From an optimization exercise on the open Yosys and OpenROAD flow, aimed at a short achievable clock period; shortcuts taken in it are not production practice. Function was checked by simulation only, so behaviour that the tests miss may differ from the original. The clock port is modelled as an ideal driver; clocking choices that lean on that would not hold on a real chip. No activity file was given, so power comes from the tool's default toggle rates.

## oak
## td4_core
module td4_core (
    input  wire       clk,
    input  wire       rst,           
    input  wire       prog_we,
    input  wire [3:0] prog_addr,
    input  wire [7:0] prog_wdata,
    input  wire       start,
    input  wire [4:0] prog_size,     
    input  wire [3:0] in_data,
    output wire       in_rd,
    output reg  [3:0] out_data,
    output reg        out_we,
    output reg        running,
    output reg        halted,
    output reg        aborted,
    output reg  [7:0] err_byte,
    output reg  [3:0] err_pc,
    output reg  [3:0] reg_a,
    output reg  [3:0] reg_b,
    output reg        carry,
    output reg  [4:0] pc
);
    localparam FW = 4;
    function [FW-1:0] predecode(input [7:0] b);
        reg [3:0] o;
        begin
            o = b[7:4];
            predecode = {(o == 4'h2) || (o == 4'h6),
                         (o == 4'h8) || (o == 4'hA) || (o == 4'hC) || (o == 4'hD),
                         (o == 4'hE),
                         (o == 4'hF)};
        end
    endfunction
    reg [7:0]    mem  [0:15];
    reg [FW-1:0] memf [0:15];
    reg [4:0]    size;
    reg [7:0]    ir;        
    reg [FW-1:0] irf;       
    reg [15:0]   pc_oh;     
    integer k;
    wire [FW-1:0] wflags = predecode(prog_wdata);
    always @(posedge clk) begin
        if (prog_we) begin
            mem[prog_addr]  <= prog_wdata;
            memf[prog_addr] <= wflags;
        end
    end
    wire [3:0] op  = ir[7:4];
    wire [3:0] imm = ir[3:0];
    wire f_jmp   = irf[0];
    wire f_jnc   = irf[1];
    wire illegal = irf[2];
    wire f_in    = irf[3];
    wire take = f_jmp || (f_jnc && !carry);    
    wire stay = f_jnc && carry;                
    assign in_rd = running && f_in;
    wire [4:0] pc_inc = pc + 5'd1;
    wire [4:0] pc_tgt = {1'b0, imm};
    wire h_inc  = (pc_inc >= size);
    wire h_tgt  = (pc_tgt >= size);
    wire h_stay = (pc >= size);
    wire h_next = take ? h_tgt : (stay ? h_stay : h_inc);
    wire [4:0] next_pc = take ? pc_tgt : (stay ? pc : pc_inc);
    reg [8+FW-1:0] w_inc, w_cur;
    always @(*) begin
        w_inc = 0;
        w_cur = 0;
        for (k = 0; k < 16; k = k + 1) begin
  ...
For scale: about 1100 cells after synthesis, about 60 I/O pins, about 13000 um^2 of cells after synthesis.
clock: 4.5 ns
lec_check: 0
abc_clock_period_in_ps: 1500
cap_margin: 20
core_margin: 2
core_utilization: 30
cts_cluster_diameter: 100
cts_cluster_size: 30
setup_slack_margin: 2.8
slew_margin: 20
tns_end_percent: 100
run.sh (not shown) runs the stock make flow with config.mk's settings and CLKGATE_MAP_FILE= SYNTH_SCRIPT=/design/flow/synth_recipe.tcl, a recipe that flattens the netlist after the stock synthesis.
Modified inputs, pine compared to oak
# oak
export LEC_CHECK = 0
export ABC_CLOCK_PERIOD_IN_PS = 1500
export CAP_MARGIN = 20
export CORE_MARGIN = 2
export CORE_UTILIZATION = 30
export CTS_CLUSTER_DIAMETER = 100
export CTS_CLUSTER_SIZE = 30
export SETUP_SLACK_MARGIN = 2.8
export SLEW_MARGIN = 20
export TNS_END_PERCENT = 100
create_clock -name core_clock -period 4.5 [get_ports {clk}]
# pine
export LEC_CHECK = 0
export ABC_CLOCK_PERIOD_IN_PS = 1500
export CAP_MARGIN = 20
export CORE_MARGIN = 2
export CORE_UTILIZATION = 35
export SETUP_SLACK_MARGIN = 2.5
export SLEW_MARGIN = 20
export TNS_END_PERCENT = 100
create_clock -name core_clock -period 4.5 [get_ports {clk}]
Results
- pine: all stages complete, timing, DRC and antenna checks passed
- Final critical-path required period on pine is down relative to oak.
- Worst hold slack, pine and oak, higher one = oak.
- Wire length of the first global-routing pass came out lower on pine than on oak.
[inputs] birch vs pine
# pine
export LEC_CHECK = 0
export ABC_CLOCK_PERIOD_IN_PS = 1500
export CAP_MARGIN = 20
export CORE_MARGIN = 2
export CORE_UTILIZATION = 35
export SETUP_SLACK_MARGIN = 2.5
export SLEW_MARGIN = 20
export TNS_END_PERCENT = 100
create_clock -name core_clock -period 4.5 [get_ports {clk}]
# birch
export LEC_CHECK = 0
export ABC_CLOCK_PERIOD_IN_PS = 1500
export CAP_MARGIN = 20
export CORE_MARGIN = 2
export CORE_UTILIZATION = 55
export SETUP_SLACK_MARGIN = 3.0
export SLEW_MARGIN = 20
export TNS_END_PERCENT = 100
create_clock -name core_clock -period 4.5 [get_ports {clk}]
==> run notes <==
birch ended up with a lower clock share of power than pine did. Non-clock buffer count went up by more than 10% going from pine to birch. birch against pine: maximum vdd drop went up by 7.4%, routed wire length went up by 9.5%, count of inserted tapcells went down by 187, total via count after detailed routing went up by 727, number of signal-net inverters in the final layout went up by 1. pine vs birch, worst setup path endpoint: irf[2] vs ir[5]. Taking birch as 1.0, pine lands at 0.924 on reported leakage power. Chip height on birch is down relative to pine. birch has share of total power in combinational logic above what pine had. The final area in birch is 1.07 times that in pine.


td4_core, a different RTL version from the one above (not shown whole).
For scale: about 580 flip-flops, about 26000 sq um of cells after synthesis.
==> flow/config.mk <==
export PLATFORM = sky130hd
export DESIGN_NAME = td4_core
export DESIGN_NICKNAME = td4_core
export VERILOG_FILES = /design/flow/design.v
export SDC_FILE = /design/flow/constraint.sdc
export NUM_CORES = 4
export LEC_CHECK = 0
export ABC_CLOCK_PERIOD_IN_PS = 1500
export CAP_MARGIN = 20
export CORE_MARGIN = 2
export CORE_UTILIZATION = 35
export SETUP_SLACK_MARGIN = 2.5
export SLEW_MARGIN = 20
export TNS_END_PERCENT = 100
==> flow/constraint.sdc <==
create_clock -name core_clock -period 4.5 [get_ports {clk}]
set_input_delay 0.9000 -clock core_clock [delete_from_list [all_inputs] [get_ports {clk}]]
set_output_delay 0.9000 -clock core_clock [all_outputs]
set_load 0.01 [all_outputs]
standard.sh (not shown) runs the stock make flow with config.mk's settings and CLKGATE_MAP_FILE= SYNTH_SCRIPT=/design/flow/synth_recipe.tcl, a recipe that flattens the netlist after the stock synthesis.
==> flow/flow/run.sh <==
#!/bin/bash
# Layout flow: the standard ORFS flow (standard.sh), with changes only to
# how cells are chosen and sized:
#  - dontuse.txt adds slow cells (four-high stacks, three- and four-input ORs,
#    low-power clock inverters, 4-input muxes and the delay cells) to the
#    platform's don't-use list, for synthesis and repair;
#  - the ports are buffered with buf_4 (the resizer may resize them later);
#  - the resizer may swap a cell for any cell of the same function
#    (MATCH_CELL_FOOTPRINT=0), not only one of the same footprint;
#  - after CTS, extra_repair.tcl runs more setup repair passes (and hold
#    repair), then the standard flow goes on from global routing.
# The clock tree is built by CTS as usual.  Each tool's output goes to a log
# of its own in the folder this runs in.
set -euo pipefail
here=$(cd "$(dirname "$0")" && pwd)
dont_use=$(tr -s ' \n' ' ' < "$here/dontuse.txt")
args=("DONT_USE_CELLS=$dont_use" MATCH_CELL_FOOTPRINT=0
      "BUFFER_PORTS_ARGS=-buffer_cell sky130_fd_sc_hd__buf_4")
bash standard.sh "${args[@]}" cts > standard_cts.log 2>&1
results=$(ls -d "$PWD"/orfs/results/*/td4_core/base)
RESULTS=$results LIB_FILE="$FLOW_HOME/platforms/$FLOW_PLATFORM/lib/sky130_fd_sc_hd__tt_025C_1v80.lib" \
  PLATFORM_DIR="$FLOW_HOME/platforms/$FLOW_PLATFORM" DONT_USE_FILE="$here/dontuse.txt" \
  openroad -no_init -exit "$here/extra_repair.tcl" > extra_repair.log 2>&1
bash standard.sh "${args[@]}" finish > standard_finish.log 2>&1
Other scripts of this flow, unchanged in this note and not shown: flow/flow/dontuse.txt, flow/flow/extra_repair.tcl
Edit:
- CORE_UTILIZATION: 35 -> 45
=> The changed run completed with no timing, DRC or antenna violations; global-route usage climbs by 7.4 points; design area drops slightly; sequential share of layout area climbs by 0.86 points.


The RTL this note starts from:
==> flow/design.v <==
module td4_eq4 (
    input  wire [3:0] a,
    input  wire [3:0] b,
    output wire       eq
);
    assign eq = (a == b);
endmodule
module td4_core (
    input  wire       clk,
    input  wire       rst,           
    input  wire       prog_we,
    input  wire [3:0] prog_addr,
    input  wire [7:0] prog_wdata,
    input  wire       start,
    input  wire [4:0] prog_size,     
    input  wire [3:0] in_data,
    output reg        in_rd,
    output reg  [3:0] out_data,
    output reg        out_we,
    output reg        running,
    output reg        halted,
    output reg        aborted,
    output reg  [7:0] err_byte,
    output reg  [3:0] err_pc,
    output reg  [3:0] reg_a,
    output reg  [3:0] reg_b,
    output reg        carry,
    output reg  [4:0] pc
);
    localparam FW = 4;
    function [FW-1:0] predecode(input [7:0] b);
        reg [3:0] o;
        begin
            o = b[7:4];
            predecode = {(o == 4'h2) || (o == 4'h6),
                         (o == 4'h8) || (o == 4'hA) || (o == 4'hC) || (o == 4'hD),
                         (o == 4'hE),
                         (o == 4'hF)};
        end
    endfunction
    reg [7:0]    mem  [0:15];
    reg [FW-1:0] memf [0:15];
    reg [15:0]   memoh [0:15];    
    reg [4:0]    size;
    reg [7:0]    ir;        
    reg [FW-1:0] irf;       
    reg [15:0]   iroh;      
    reg [15:0]   pc1_oh;    
    reg [3:0]    pc1;       
    reg [3:0]    ra, rb;
    reg          rc;
    reg [4:0]    rp;
    integer k;
    wire [FW-1:0] wflags = predecode(prog_wdata);
    reg  [15:0]   woh;
    always @(*) begin
        for (k = 0; k < 16; k = k + 1)
            woh[k] = (prog_wdata[3:0] == k);
    end
    always @(posedge clk) begin
        if (prog_we) begin
            mem[prog_addr]  <= prog_wdata;
            memf[prog_addr] <= wflags;
            memoh[prog_addr] <= woh;
        end
    end
    wire [3:0] op  = ir[7:4];
    wire [3:0] imm = ir[3:0];
    wire f_jmp   = irf[0];
    wire f_jnc   = irf[1];
    wire illegal = irf[2];
    wire f_in    = irf[3];
    wire take = f_jmp || (f_jnc && !rc);    
    wire stay = f_jnc && rc;                
    wire [4:0] pc_inc = rp + 5'd1;
    wire [4:0] pc_tgt = {1'b0, imm};
    wire h_inc  = (pc_inc >= size);
    wire h_tgt  = (pc_tgt >= size);
    wire h_stay = (rp >= size);
    wire h_next = take ? h_tgt : (stay ? h_stay : h_inc);
    wire [4:0] next_pc = take ? pc_tgt : (stay ? rp : pc_inc);
    reg [24+FW-1:0] w_inc, w_tgt;
    always @(*) begin
        w_inc = 0;
        w_tgt = 0;
        for (k = 0; k < 16; k = k + 1) begin
            w_inc = w_inc | ({(24+FW){pc1_oh[k]}} & {memoh[k], memf[k], mem[k]});
            w_tgt = w_tgt | ({(24+FW){iroh[k]}}  & {memoh[k], memf[k], mem[k]});
        end
    end
    wire eq_tgt, eq_cur, eq_inc, eq_0;
    td4_eq4 u_eq_tgt (.a(prog_addr), .b(imm),     .eq(eq_tgt));
    td4_eq4 u_eq_cur (.a(prog_addr), .b(rp[3:0]), .eq(eq_cur));
    td4_eq4 u_eq_inc (.a(prog_addr), .b(pc1),     .eq(eq_inc));
    td4_eq4 u_eq_0   (.a(prog_addr), .b(4'd0),    .eq(eq_0));
    wire inc = !take && !stay;
    wire hit_run = prog_we && ((take && eq_tgt) || (stay && eq_cur) || (inc && eq_inc));
    wire [24+FW-1:0] w_new = {woh, wflags, prog_wdata};
    wire [24+FW-1:0] w_cur = {iroh, irf, ir};
    wire s_w = hit_run;
    wire s_t = take && !hit_run;
    wire s_s = stay && !hit_run;
    wire s_i = inc  && !hit_run;
    wire [24+FW-1:0] fetch_run = ({(24+FW){s_w}} & w_new) | ({(24+FW){s_t}} & w_tgt) |
                                 ({(24+FW){s_s}} & w_cur) | ({(24+FW){s_i}} & w_inc);
    wire size_nz = |prog_size;
    wire hit_st  = prog_we && (prog_addr == 4'd0);
    wire [24+FW-1:0] fetch_st = !size_nz ? {(24+FW){1'b0}} :
                               hit_st   ? w_new : {memoh[0], memf[0], mem[0]};
    wire [3:0] pa = ra ^ imm, ga = ra & imm;
    wire [3:0] pb = rb ^ imm, gb = rb & imm;
    wire [4:0] ca, cb;
    assign ca[0] = 1'b0;
    assign ca[1] = ga[0];
    assign ca[2] = ga[1] | (pa[1] & ga[0]);
    assign ca[3] = ga[2] | (pa[2] & ga[1]) | (pa[2] & pa[1] & ga[0]);
    assign ca[4] = ga[3] | (pa[3] & ga[2]) | (pa[3] & pa[2] & ga[1]) |
                   (pa[3] & pa[2] & pa[1] & ga[0]);
    assign cb[0] = 1'b0;
    assign cb[1] = gb[0];
    assign cb[2] = gb[1] | (pb[1] & gb[0]);
    assign cb[3] = gb[2] | (pb[2] & gb[1]) | (pb[2] & pb[1] & gb[0]);
    assign cb[4] = gb[3] | (pb[3] & gb[2]) | (pb[3] & pb[2] & gb[1]) |
                   (pb[3] & pb[2] & pb[1] & gb[0]);
    wire [4:0] sum_a = {ca[4], pa ^ ca[3:0]};
    wire [4:0] sum_b = {cb[4], pb ^ cb[3:0]};
    reg [3:0] next_a;
    reg [3:0] next_b;
    reg       next_c;
    reg       do_out;
    reg [3:0] out_val;
    always @(*) begin
        next_a  = ra;
        next_b  = rb;
        next_c  = 1'b0;
        do_out  = 1'b0;
        out_val = out_data;
        case (op)
            4'h3: next_a = imm;
            4'h7: next_b = imm;
            4'h4: next_b = ra;
            4'h1: next_a = rb;
            4'h0: begin
                next_a = sum_a[3:0];
                next_c = sum_a[4];
            end
            4'h5: begin
                next_b = sum_b[3:0];
                next_c = sum_b[4];
            end
            4'h2: next_a = in_data;
            4'h6: next_b = in_data;
            4'h9: begin
                do_out  = 1'b1;
                out_val = rb;
            end
            4'hB: begin
                do_out  = 1'b1;
                out_val = imm;
            end
            default: ;
        endcase
    end
    reg run_next;
    always @(*) begin
        if (rst)
            run_next = 1'b0;
        else if (start)
            run_next = 1'b1;
        else
            run_next = running && !illegal && !h_next;
    end
    wire [FW-1:0] fetch_f = start ? fetch_st[8 +: FW] : fetch_run[8 +: FW];
    always @(posedge clk) begin
        running <= run_next;
        in_rd   <= run_next && fetch_f[3];
        if (rst) begin
            halted   <= 1'b0;
            aborted  <= 1'b0;
            size     <= 5'd0;
            reg_a    <= 4'd0;
            reg_b    <= 4'd0;
            carry    <= 1'b0;
            pc       <= 5'd0;
            out_data <= 4'd0;
            out_we   <= 1'b0;
            err_byte <= 8'd0;
            err_pc   <= 4'd0;
        end else if (start) begin
            halted   <= 1'b0;
            aborted  <= 1'b0;
            size     <= prog_size;
            reg_a    <= 4'd0;
            reg_b    <= 4'd0;
            carry    <= 1'b0;
            pc       <= 5'd0;
            out_we   <= 1'b0;
            err_byte <= 8'd0;
            err_pc   <= 4'd0;
        end else if (running) begin
            if (illegal) begin
                aborted  <= 1'b1;
                err_byte <= ir;
                err_pc   <= rp[3:0];
                out_we   <= 1'b0;
            end else begin
                reg_a    <= next_a;
                reg_b    <= next_b;
                carry    <= next_c;
                pc       <= next_pc;
                out_data <= out_val;
                out_we   <= do_out;
                if (h_next)
                    halted <= 1'b1;
            end
        end else begin
            out_we <= 1'b0;
        end
    end
    always @(posedge clk) begin
        if (start) begin
            ra <= 4'd0;
            rb <= 4'd0;
            rc <= 1'b0;
            rp <= 5'd0;
        end else if (running && !illegal) begin
            ra <= next_a;
            rb <= next_b;
            rc <= next_c;
            rp <= next_pc;
        end
    end
    always @(posedge clk) begin
        if (start) begin
            {iroh, irf, ir} <= fetch_st;
            pc1_oh    <= 16'd2;
            pc1       <= 4'd1;
        end else begin
            {iroh, irf, ir} <= fetch_run;
            pc1_oh    <= take ? {iroh[14:0], iroh[15]} :
                         (stay ? pc1_oh : {pc1_oh[14:0], pc1_oh[15]});
            pc1       <= next_pc[3:0] + 4'd1;
        end
    end
endmodule
==> flow/config.mk <==
export PLATFORM = sky130hd
export DESIGN_NAME = td4_core
export DESIGN_NICKNAME = td4_core
export VERILOG_FILES = /design/flow/design.v
export SDC_FILE = /design/flow/constraint.sdc
export NUM_CORES = 4
export LEC_CHECK = 0
export ABC_CLOCK_PERIOD_IN_PS = 1500
export CAP_MARGIN = 20
export CORE_MARGIN = 2
export CORE_UTILIZATION = 35
export CTS_CLUSTER_DIAMETER = 60
export CTS_CLUSTER_SIZE = 20
export SETUP_SLACK_MARGIN = 2.5
export SLEW_MARGIN = 20
export TNS_END_PERCENT = 100
==> flow/constraint.sdc <==
create_clock -name core_clock -period 4.5 [get_ports {clk}]
set_input_delay 0.9000 -clock core_clock [delete_from_list [all_inputs] [get_ports {clk}]]
set_output_delay 0.9000 -clock core_clock [all_outputs]
set_load 0.01 [all_outputs]
==> flow/flow/run.sh <==
#!/bin/bash
# Layout flow: the standard ORFS flow (standard.sh), with changes only to
# how cells are chosen:
#  - dontuse.txt adds slow cells (four-high stacks, three- and four-input ORs, low-power clock inverters,
#    4-input muxes and the delay cells) to the platform's don't-use list, for
#    synthesis and repair;
#  - the ports are buffered with buf_4 (the resizer may resize them later);
#  - the resizer may swap a cell for any cell of the same function
#    (MATCH_CELL_FOOTPRINT=0), not only one of the same footprint.
# The clock tree is built by CTS as usual.  All of make's output goes to
# standard.log in the folder this runs in.
set -euo pipefail
here=$(cd "$(dirname "$0")" && pwd)
dont_use=$(tr -s ' \n' ' ' < "$here/dontuse.txt")
bash standard.sh "DONT_USE_CELLS=$dont_use" MATCH_CELL_FOOTPRINT=0 \
    "BUFFER_PORTS_ARGS=-buffer_cell sky130_fd_sc_hd__buf_4" finish > standard.log 2>&1
Other scripts of this flow, unchanged in this note and not shown: flow/flow/dontuse.txt
The first run ran to the end with no violations.
Change:
--- a/flow/config.mk
+++ b/flow/config.mk
@@ -12,2 +11,0 @@
-export CTS_CLUSTER_DIAMETER = 60
-export CTS_CLUSTER_SIZE = 20
What happened: The new run completed without violations. Clock skew increases by 0.013 ns. Wire length is higher by 1.3%. Combinational power hardly moves. First-iteration DRC count rises by about 11%. Setup slack gains 0.060 ns. Area after synthesis does not change. Synthesized cell count stays the same. Die area stays the same.

-- port drivers added, routing unchanged --
No port has a modelled driver above. Below, the same layouts with a new extraction and two added sets of constraints.
Step 1, drivers: a clkbuf_16 drives clk and a buf_2 each remaining input, both assumed.
Step 2 times the ports against the registers' clock, not the clock port: input delays grow and output delays shrink by t, the midpoint of the rising clock arrivals with the driver on.
a / b / c = ideal ports / drivers / drivers and shift; a / b = the first two.
run | t (ns) | setup slack, ns | clock arrival spread, ns | slew at the worst register clock pin (ns)
oak | 0.549 | 2.296 / 2.296 / 1.897 | 0.040 / 0.040 | 0.12 / 0.12
pine | 0.625 | 2.360 / 2.344 / 1.844 | 0.032 / 0.032 | 0.06 / 0.06
birch | 0.605 | 2.281 / 2.281 / 1.828 | 0.021 / 0.021 | 0.07 / 0.07
the first run of note 2 | 0.697 | 2.393 / 2.393 / 1.734 | 0.032 / 0.032 | 0.07 / 0.07
the second run of note 2 | 0.710 | 2.330 / 2.330 / 1.800 | 0.023 / 0.022 | 0.07 / 0.07
the first run of note 3 | 0.665 | 2.390 / 2.423 / 1.758 | 0.040 / 0.039 | 0.09 / 0.09
the second run of note 3 | 0.694 | 2.450 / 2.426 / 1.838 | 0.054 / 0.054 | 0.07 / 0.07
After both steps every run listed still meets setup and hold. For the first run of note 2, which loses most, drivers alone change the setup slack by 0.000 ns; drivers and shift together by -0.659 ns.
